This is an optimization exercise on Yosys and OpenROAD, whose aim is small area, a short achievable clock period and few clock cycles, not a production implementation.
Only simulation tests tie the RTL to the original design; equivalence was not proved.
Power and IR drop assume default switching activity.

==> inputs of run a <==
// bilinear_scaler
module bilinear_scaler (
    input  wire        clk,
    input  wire        rst,
    input  wire        start,
    input  wire        ch4,
    input  wire [15:0] src_addr,
    input  wire [15:0] dst_addr,
    input  wire [11:0] old_w,
    input  wire [11:0] old_h,
    input  wire [11:0] new_w,
    input  wire [11:0] new_h,
    output reg         busy,
    output reg         done,
    output reg         error,
    output reg         mem_valid,
    output reg         mem_we,
    output reg  [15:0] mem_addr,
    output reg  [7:0]  mem_wdata,
    input  wire        mem_ready,
    input  wire [7:0]  mem_rdata
);
Settings: LEC_CHECK=0, CAP_MARGIN=20, CORE_MARGIN=2, CORE_UTILIZATION=40, SLEW_MARGIN=20; clock period 13.0 ns.
run.sh (not shown) runs the stock make flow with config.mk's settings and CLKGATE_MAP_FILE= SYNTH_SCRIPT=/design/flow/synth_recipe.tcl, a recipe that flattens the netlist after the stock synthesis.
==> run b (differences from run a) <==
--- a/flow/design.v
+++ b/flow/design.v
@@ -18,11 +18,10 @@
     output reg  [7:0]  mem_wdata,
     input  wire        mem_ready,
     input  wire [7:0]  mem_rdata
 );
     reg        c4;
-    reg [11:0] ow, oh;           
     reg [11:0] owm1, ohm1, nw, nh;
     reg [13:0] dnw, dnh;         
     reg [15:0] stride;           
     reg [23:0] den;              
     reg [25:0] den3;             
@@ -58,17 +57,19 @@
     reg        usel;
     reg [23:0] d0_r, d1_r;
     reg [7:0]  d0_l, d1_l;
     reg        d0_triv, d1_triv, d0_lch, d1_lch;
     reg [3:0]  d0_sv, d1_sv;     
-    reg [2:0]  qn, qw, qr;
-    reg [8:0]  qd0, qd1, qd2, qd3, qd4, qd5;    
+    reg [1:0]  qn;
+    reg [7:0]  q0, q1;
+    reg        q0_lch, q1_lch;
     wire adv   = !mem_valid || mem_ready;
     wire rd_ok = mem_valid && !mem_we;
-    reg         xnorm, ynorm, xi, yi;
-    wire [12:0] rxn = rx - {1'b0, nw};
-    wire [12:0] ryn = ry - {1'b0, nh};
+    wire        xnorm = (rx >= {1'b0, nw});
+    wire        ynorm = (ry >= {1'b0, nh});
+    wire        xi = (rx != 13'd0);
+    wire        yi = (ry != 13'd0);
     wire        triv = !xi && !yi;
     wire [11:0] nrx = nw - rx[11:0];
     wire [11:0] nry = nh - ry[11:0];
     wire [1:0]  cn1 = c4 ? 2'd3 : 2'd2;
     wire [15:0] cval = c4 ? 16'd4 : 16'd3;
@@ -85,11 +86,11 @@
     wire miss_c = yi && !(vc || arr_c);
     wire miss_d = xi && yi && !(vd || arr_d);
     wire pos_ok = fetching && !xnorm && !ynorm;
     wire any_miss = miss_a || miss_b || miss_c || miss_d;
     wire rd_place = pos_ok && any_miss;
-    wire issue    = pos_ok && !any_miss && !mac_hold && (inflight != 4'd6);
+    wire issue    = pos_ok && !any_miss && !mac_hold;
     reg  [1:0]  rtap;
     reg  [15:0] toff;
     always @(*) begin
         if (miss_a)      begin rtap = 2'd0; toff = 16'd0;          end
         else if (miss_b) begin rtap = 2'd1; toff = cval;           end
@@ -130,39 +131,12 @@
     wire       res0 = d0_sv[3];
     wire       res1 = d1_sv[3];
     wire       res_now = res0 || res1;
     wire [7:0] res_q = res0 ? (d0_triv ? d0_l : n0_l) : (d1_triv ? d1_l : n1_l);
     wire       res_lch = res0 ? d0_lch : d1_lch;
-    wire wr_now = (qn != 3'd0) && (!rd_place || qn[2:1] != 2'b00 || res_now);
-    reg  [8:0] qh;
-    always @(*) begin
-        case (qr)
-            3'd0: qh = qd0;
-            3'd1: qh = qd1;
-            3'd2: qh = qd2;
-            3'd3: qh = qd3;
-            3'd4: qh = qd4;
-            default: qh = qd5;
-        endcase
-    end
-    wire [3:0] inflight_p1 = inflight + 4'd1;
-    wire [3:0] inflight_m1 = inflight - 4'd1;
-    wire last_px = (xc == 12'd1) && (yc == 12'd1);
-    wire load = !busy && start;
-    always @(posedge clk) begin
-        ha_s <= ha_s_c;
-        ha_c <= ha_c_c;
-        hreg <= load ? {8'd0, new_w} : ha_s + ha_c;
-        ps   <= ps_c;
-        pc   <= pc_c;
-        den3 <= {2'b0, den} + {1'b0, den, 1'b0};
-        owm1   <= ow - 12'd1;
-        ohm1   <= oh - 12'd1;
-        dnw    <= {2'b0, ow} - 14'd1 - {2'b0, nw};
-        dnh    <= {2'b0, oh} - 14'd1 - {2'b0, nh};
-        stride <= c4 ? {2'b0, ow, 2'b0} : {4'b0, ow} + {3'b0, ow, 1'b0};
-    end
+    wire wr_now = (qn != 2'd0) && (!rd_place || qn == 2'd2 || (qn == 2'd1 && res_now));
+    wire last_px = (xc == 12'd0) && (yc == 12'd0);
     always @(posedge clk) begin
         if (rst) begin
             busy      <= 1'b0;
             done      <= 1'b0;
             error     <= 1'b0;
@@ -173,42 +147,40 @@
             sv        <= 6'd0;
             den_run   <= 1'b0;
             den_sv    <= 3'd0;
             d0_sv     <= 4'd0;
             d1_sv     <= 4'd0;
-            qn        <= 3'd0;
+            qn        <= 2'd0;
         end else if (!busy) begin
             done      <= 1'b0;
             mem_valid <= 1'b0;
             if (start) begin
                 c4     <= ch4;
-                ow     <= old_w;
-                oh     <= old_h;
+                owm1   <= old_w - 12'd1;
+                ohm1   <= old_h - 12'd1;
+                dnw    <= {2'b0, old_w} - 14'd1 - {2'b0, new_w};
+                dnh    <= {2'b0, old_h} - 14'd1 - {2'b0, new_h};
                 nw     <= new_w;
                 nh     <= new_h;
+                stride <= ch4 ? {2'b0, old_w, 2'b0} : {4'b0, old_w} + {3'b0, old_w, 1'b0};
+                hreg   <= {8'd0, new_w};
                 s_wy0  <= new_h;
                 den_sv <= 3'b001;
                 sv     <= 6'd0;
                 d0_sv  <= 4'd0;
                 d1_sv  <= 4'd0;
                 usel   <= 1'b0;
-                qn     <= 3'd0;
-                qw     <= 3'd0;
-                qr     <= 3'd0;
+                qn     <= 2'd0;
                 pa     <= src_addr;
                 row    <= src_addr;
                 sch    <= src_addr;
                 dptr   <= dst_addr;
                 dch    <= dst_addr;
                 rx     <= 13'd0;
                 ry     <= 13'd0;
-                xnorm  <= 1'b0;
-                ynorm  <= 1'b0;
-                xi     <= 1'b0;
-                yi     <= 1'b0;
-                xc     <= new_w;
-                yc     <= new_h;
+                xc     <= new_w - 12'd1;
+                yc     <= new_h - 12'd1;
                 k      <= 2'd0;
                 par    <= 1'b0;
                 ct0 <= 8'd0; cb0 <= 8'd0; ct1 <= 8'd0; cb1 <= 8'd0;
                 vt0 <= 1'b0; vb0 <= 1'b0; vt1 <= 1'b0; vb1 <= 1'b0;
                 mac_hold <= 1'b0;
@@ -221,29 +193,38 @@
                 end else begin
                     busy     <= 1'b1;
                     fetching <= 1'b1;
                 end
             end
-        end else begin
-            sv <= {sv[4:0], issue && adv};
+        end else if (adv) begin
+            sv <= {sv[4:0], issue};
             if (sv[0]) begin
                 m_p0 <= tc;
                 m_p1 <= td;
             end
+            if (sv[0] || sv[1]) begin
+                ha_s <= ha_s_c;
+                ha_c <= ha_c_c;
+            end
+            if (sv[1] || sv[2])
+                hreg <= ha_s + ha_c;
             if (sv[1]) begin
                 s_wy0  <= m_wy0;
                 s_wy1  <= m_wy1;
                 s_triv <= m_triv;
                 s_lch  <= m_lch;
             end
             if (sv[2])
                 s_wy0 <= s_wy1;
+            ps <= ps_c;
+            pc <= pc_c;
             den_sv <= {den_sv[1:0], 1'b0};
             if (sv[3] || den_sv[1])
                 num <= sum_c;
             if (den_sv[2])
                 den <= num[23:0];
+            den3 <= {2'b0, den} + {1'b0, den, 1'b0};
             if (sv[3]) begin
                 a_triv <= s_triv;
                 a_lch  <= s_lch;
             end
             d0_sv <= {d0_sv[2:0], sv[4] && !usel};
@@ -266,25 +247,26 @@
                 d1_lch  <= a_lch;
             end else if (!d1_triv) begin
                 d1_r <= n1_r;
                 d1_l <= n1_l;
             end
-            if (res_now) begin
-                case (qw)
-                    3'd0: qd0 <= {res_lch, res_q};
-                    3'd1: qd1 <= {res_lch, res_q};
-                    3'd2: qd2 <= {res_lch, res_q};
-                    3'd3: qd3 <= {res_lch, res_q};
-                    3'd4: qd4 <= {res_lch, res_q};
-                    default: qd5 <= {res_lch, res_q};
-                endcase
-                qw <= (qw == 3'd5) ? 3'd0 : qw + 3'd1;
-            end
-            if (adv && wr_now)
-                qr <= (qr == 3'd5) ? 3'd0 : qr + 3'd1;
-            qn <= qn + {2'd0, res_now} - {2'd0, adv && wr_now};
-          if (adv) begin
+            case ({res_now, wr_now})
+                2'b10: begin
+                    if (qn == 2'd0) begin q0 <= res_q; q0_lch <= res_lch; end
+                    else            begin q1 <= res_q; q1_lch <= res_lch; end
+                    qn <= qn + 2'd1;
+                end
+                2'b01: begin
+                    q0 <= q1; q0_lch <= q1_lch;
+                    qn <= qn - 2'd1;
+                end
+                2'b11: begin
+                    if (qn == 2'd1) begin q0 <= res_q; q0_lch <= res_lch; end
+                    else begin q0 <= q1; q0_lch <= q1_lch; q1 <= res_q; q1_lch <= res_lch; end
+                end
+                default: ;
+            endcase
             if (rd_ok) begin
                 case ({o_tap[1], o_tap[0] ^ o_tap[2]})
                     2'b00: ct0 <= mem_rdata;
                     2'b01: ct1 <= mem_rdata;
                     2'b10: cb0 <= mem_rdata;
@@ -300,12 +282,12 @@
             mac_hold <= issue;
             if (wr_now) begin
                 mem_valid <= 1'b1;
                 mem_we    <= 1'b1;
                 mem_addr  <= dptr;
-                mem_wdata <= qh[7:0];
-                if (qh[8]) begin
+                mem_wdata <= q0;
+                if (q0_lch) begin
                     dptr <= dch + 16'd1;
                     dch  <= dch + 16'd1;
                 end else begin
                     dptr <= dptr + cval;
                 end
@@ -316,90 +298,74 @@
                 o_tap     <= {par, rtap};
             end else begin
                 mem_valid <= 1'b0;
                 mem_we    <= 1'b0;
             end
-            if (issue && !wr_now)
-                inflight <= inflight_p1;
-            else if (!issue && wr_now)
-                inflight <= inflight_m1;
+            inflight <= inflight + {3'd0, issue} - {3'd0, wr_now};
             if (issue) begin
                 m_par  <= par;
                 m_p0   <= ia;
                 m_p1   <= ib;
                 m_wx0  <= triv ? 12'd1 : nrx;
                 m_wx1  <= rx[11:0];
                 m_wy0  <= triv ? 12'd1 : nry;
                 m_wy1  <= ry[11:0];
                 m_triv <= triv;
                 m_lch  <= last_px;
-                if (xc != 12'd1) begin
+                if (xc != 12'd0) begin
                     xc <= xc - 12'd1;
                     if (rxw) begin
                         rx  <= rxb[12:0];
-                        xnorm <= (rxb[12:0] >= {1'b0, nw});
-                        xi  <= (rxb[12:0] != 13'd0);
                         pa  <= pa + cval;
                         par <= !par;
                         if (par) begin vt1 <= 1'b0; vb1 <= 1'b0; end
                         else     begin vt0 <= 1'b0; vb0 <= 1'b0; end
                     end else begin
                         rx <= rxa;
-                        xi <= (rxa != 13'd0);
                     end
                 end else begin
                     vt0 <= 1'b0; vb0 <= 1'b0; vt1 <= 1'b0; vb1 <= 1'b0;
                     rx <= 13'd0;
-                    xi <= 1'b0;
-                    xc <= nw;
-                    if (yc != 12'd1) begin
+                    xc <= nw - 12'd1;
+                    if (yc != 12'd0) begin
                         yc <= yc - 12'd1;
                         if (ryw) begin
                             ry  <= ryb[12:0];
-                            ynorm <= (ryb[12:0] >= {1'b0, nh});
-                            yi  <= (ryb[12:0] != 13'd0);
                             row <= row + stride;
                             pa  <= row + stride;
                         end else begin
                             ry  <= rya;
-                            yi  <= (rya != 13'd0);
                             pa  <= row;
                         end
                     end else if (k != cn1) begin
                         k   <= k + 2'd1;
-                        yc  <= nh;
+                        yc  <= nh - 12'd1;
                         ry  <= 13'd0;
-                        yi  <= 1'b0;
                         sch <= sch + 16'd1;
                         row <= sch + 16'd1;
                         pa  <= sch + 16'd1;
                     end else begin
                         fetching <= 1'b0;
                     end
                 end
             end else if (fetching && xnorm) begin
-                rx  <= rxn;
-                xnorm <= (rxn >= {1'b0, nw});
-                xi  <= (rxn != 13'd0);
+                rx  <= rx - {1'b0, nw};
                 pa  <= pa + cval;
                 par <= !par;
                 if (par) begin vt1 <= 1'b0; vb1 <= 1'b0; end
                 else     begin vt0 <= 1'b0; vb0 <= 1'b0; end
             end else if (fetching && ynorm) begin
-                ry  <= ryn;
-                ynorm <= (ryn >= {1'b0, nh});
-                yi  <= (ryn != 13'd0);
+                ry  <= ry - {1'b0, nh};
                 row <= row + stride;
                 pa  <= row + stride;
             end
             if (!fetching && inflight == 4'd0) begin
                 busy      <= 1'b0;
                 done      <= 1'b1;
                 mem_valid <= 1'b0;
                 mem_we    <= 1'b0;
             end
-          end
         end
     end
 endmodule
 module csa_mul (
     input  wire [19:0] a,
CORE_UTILIZATION = 65   (was 40)
PLACE_DENSITY = 0.75   (was unset)
==> comparison table <==
Fin crit share: run a 0.450; run b 0.439
Starting density of the core: run a 0.402; run b 0.655
Run status: run a no timing/DRC/antenna violations; run b no timing/DRC/antenna violations
Die area: run a 158000 sq um; run b 93000 sq um
Clock network latency to the later pin of the worst-skew pair: run a 720 ps; run b 640 ps
Worst path depth: run a 9; run b 15
Filler cell count in the final layout: run a 14600; run b 6787
Total of plain and repair buffers excluding clock buffers: run a 171; run b 172
Final setup slack of the worst path: run a 7150 ps; run b 7290 ps
Sw power: run a 3.96 mW; run b 2.17 mW
Vias in the first global route: run a 46700; run b 44700
Bufs and invs on worst path: run a 5; run b 2
Clock power share: run a 0.270; run b 0.325
Sequential cell count: run a 765; run b 694
Clock group power: run a 2.82 mW; run b 2.24 mW
Endpoint arrival time on the critical path: run a 6270 ps; run b 6080 ps
Pin count of the biggest net entering global routing: run a 83; run b 60
Wire length on met3: run a 7880 microns; run b 10600 microns
Testbench counts of run a, summed over its fixed seeds: cycles 104,732.
Testbench counts of run b, summed over its fixed seeds: cycles 104,732.

[re-timing with driven ports]
Ports are ideal in the flow. The routed layouts listed here were re-timed in OpenROAD. Step 1 sets driving cells, clkbuf_16 on the clock port and buf_2 on the other inputs (assumed; they add their load-dependent delay and slew). Step 2 times the ports against the registers' clock, not the clock port: input delays grow and output delays shrink by t, the midpoint of the rising clock arrivals with the driver on. a / b / c = ideal / step 1 / step 2; a / b = the first two.
run | shift t [ns] | setup slack, ns | clock arrival spread, ns | worst register clock-pin slew, ns | worst data-port slew with drivers (ns)
run a | 0.782 | 7.153 / 7.205 / 6.422 | 0.053 / 0.053 | 0.07 / 0.07 | 0.12
run b | 0.699 | 7.293 / 7.342 / 6.643 | 0.035 / 0.034 | 0.07 / 0.07 | 0.09
After both steps every run listed still meets setup and hold. For run a, which loses most, drivers alone change the setup slack by +0.052 ns; drivers and shift together by -0.731 ns.
